Background: an optimization exercise with open tools, aiming at small area, a short achievable clock period and few clock cycles per item. Do not read the settings as production practice.
Where RTL was checked, it was by simulation tests only, not by an equivalence proof against the original.
Power is estimated from default activity; no workload was simulated.

==> flow/design.v (excerpt) <==
module radio_mode_fsm #(
    parameter [7:0]  CHANNEL_RESET = 8'h0B,
    parameter [15:0] CCACFG_RESET  = 16'h0000
) (
    input  wire        clk,
    input  wire        rst,             
    input  wire        in_valid,
    output wire        in_ready,
    input  wire        in_kind,         
    input  wire [31:0] in_word,
    input  wire [31:0] in_arg,
    input  wire        in_abortable,    
    input  wire        in_ack_req,      
    input  wire [31:0] pool_handle,
    output wire        pool_take,
    output wire        rsp_valid,
    output wire [31:0] rsp_word,
    output wire        out_valid,
    output wire [31:0] out_w0,
    output wire [31:0] out_w1,
    output wire [1:0]  need,
    output reg  [7:0]  hw_channel,
    output reg  [15:0] hw_cca,
    output wire [7:0]  fault
);
export LEC_CHECK = 0
export ABC_AREA = 1
export CAP_MARGIN = 20
export CORE_MARGIN = 2
export CORE_UTILIZATION = 45
export CTS_BUF_LIST = sky130_fd_sc_hd__clkbuf_4
export PLACE_DENSITY = 0.62
export SETUP_SLACK_MARGIN = 5.0
export SLEW_MARGIN = 20
create_clock -name core_clock -period 8.0 [get_ports {clk}]
standard.sh (not shown) runs the stock make flow with config.mk's settings and CLKGATE_MAP_FILE= SYNTH_SCRIPT=/design/flow/synth_recipe.tcl, a recipe that flattens the netlist after the stock synthesis.
==> flow/flow/run.sh <==
#!/bin/bash
# The standard layout (standard.sh), with every port buffered by a
# sky130_fd_sc_hd__buf_1 instead of the cell buffer_ports picks by default,
# and clock tree synthesis without dummy loads.
set -euo pipefail
export BUFFER_PORTS_ARGS="-buffer_cell sky130_fd_sc_hd__buf_1"
export CTS_ARGS="-sink_clustering_enable -repair_clock_nets -buf_list sky130_fd_sc_hd__clkbuf_4 -dont_use_dummy_load"
bash standard.sh > standard.log 2>&1
The starting point completed without violations.
Testbench counts at the start, summed over its fixed seeds: cycles 33,341, items 32,000.
Rerun with:
--- a/flow/design.v
+++ b/flow/design.v
@@ -65,17 +65,17 @@
     reg         ok_r;                
     reg         take_r;
     reg         rsp_v;
     reg  [3:0]  rsp_lo;
     reg  [3:0]  rsp_hi;
     reg         rec_v;
     reg  [2:0]  rec_type;
     reg  [7:0]  rec_lo;
-    assign in_ready  = ready_r && ok_r;
+    assign in_ready  = ready_r && ok_r && !take_r;
     assign pool_take = take_r && ok_r;
     assign rsp_valid = rsp_v && ok_r;
     assign rsp_word  = {24'd0, rsp_hi, rsp_lo};
     assign out_valid = rec_v && ok_r;
     assign out_w0    = {5'b10000, rec_type, 16'd0, rec_lo};
     assign out_w1    = job_frame;
     assign need      = state[4:3];
     assign fault     = {5'd0, fault_r};
@@ -116,17 +116,17 @@
         endcase
     end
     wire queued  = (evq_tail != 5'd0);   
     wire drain   = ok_r && !take_r && !cs_held && queued;
     wire last    = ({1'b0, evq_head} + 5'd1 == evq_tail);    
     wire [3:0] qcode = evq[evq_head];
     wire [7:0] opc = in_word[31:24];
     wire b0        = in_word[0];
-    wire acc       = in_valid && ready_r && ok_r;
+    wire acc       = in_valid && ready_r && ok_r && !take_r;
     wire acc_cmd   = acc && !in_kind;
     wire acc_ev    = acc && in_kind;
     wire [4:0] cop = opc[4:0];           
     wire c_CSE = acc_cmd && cop == 5'h0E;
     wire c_CSX = acc_cmd && cop == 5'h0F;
     wire [3:0] dcode = (opc[5] || opc[3]) ? {opc[5] && opc[0], opc[5] && !opc[0], opc[5], 1'b1}
                                           : {opc[2:0], b0};
     wire dev   = acc_ev && !cs_held;             
@@ -345,17 +345,17 @@
             else if (opc == 8'h0E && cs_held)
                 step_fault = 3'd3;
             else if (opc == 8'h0F && !cs_held)
                 step_fault = 3'd4;
         end
     end
     wire faulting = acc && (step_fault != 3'd0);
     wire [4:0] n_tail = qev ? (last ? 5'd0 : evq_tail) : (store ? evq_tail + 5'd1 : evq_tail);
-    wire n_ready = !take && (n_cs || n_tail == 5'd0);
+    wire n_ready = n_cs || n_tail == 5'd0;
     always @(posedge clk) begin
         if (rst) begin
             state           <= ST_SLEEP;
             ts_granted      <= 1'b0;
             rx_none         <= 1'b1;
             pending_rx      <= 1'b0;
             resume          <= 1'b0;
             cfg_channel     <= CHANNEL_RESET;
After rerunning: Core utilization goes up by 0.78 points; die area is unchanged; clock skew went up by 0.0046 ns; power went up by a few percent; cell area goes up slightly; clock-buffer cell count does not change; sequential power hardly moves; global-route usage drops by 0.48 points; non-clock buffer count went up by 10; first-iteration DRC count goes down by about a fifth; final cell count went down by a few percent; routed wire length is lower slightly.
For the second run of this note, only the layout was checked, not whether the RTL still works.

==> static timing again, ports no longer ideal <==
The results above use ideal ports. As a check the final layouts listed here were re-extracted and re-timed, cells and wires unchanged. Step 1, drivers: a clkbuf_16 drives clk and a buf_2 each remaining input, both assumed. Step 2, shift: input delay + t, output delay - t, t = (earliest + latest rising clock arrival at the registers) / 2. This alone moves slack from input paths to output paths. a / b / c = no drivers / after step 1 / after step 2; a / b = the first two.
run | t (ns) | slack for setup (ns) | hold WS [ns] | worst setup path after step 2 | slew at the worst register clock pin (ns)
the first run | 0.674 | 4.997 / 5.008 / 4.334 | 0.435 / 0.435 / 0.435 | input to register | 0.07 / 0.07
the second run | 0.680 | 4.996 / 4.969 / 4.289 | 0.445 / 0.445 / 0.445 | input to register | 0.07 / 0.07
After both steps setup and hold are still met in every run listed. The setup slack of the second run, which loses most, moves by -0.027 ns with the drivers and by -0.707 ns with both steps.
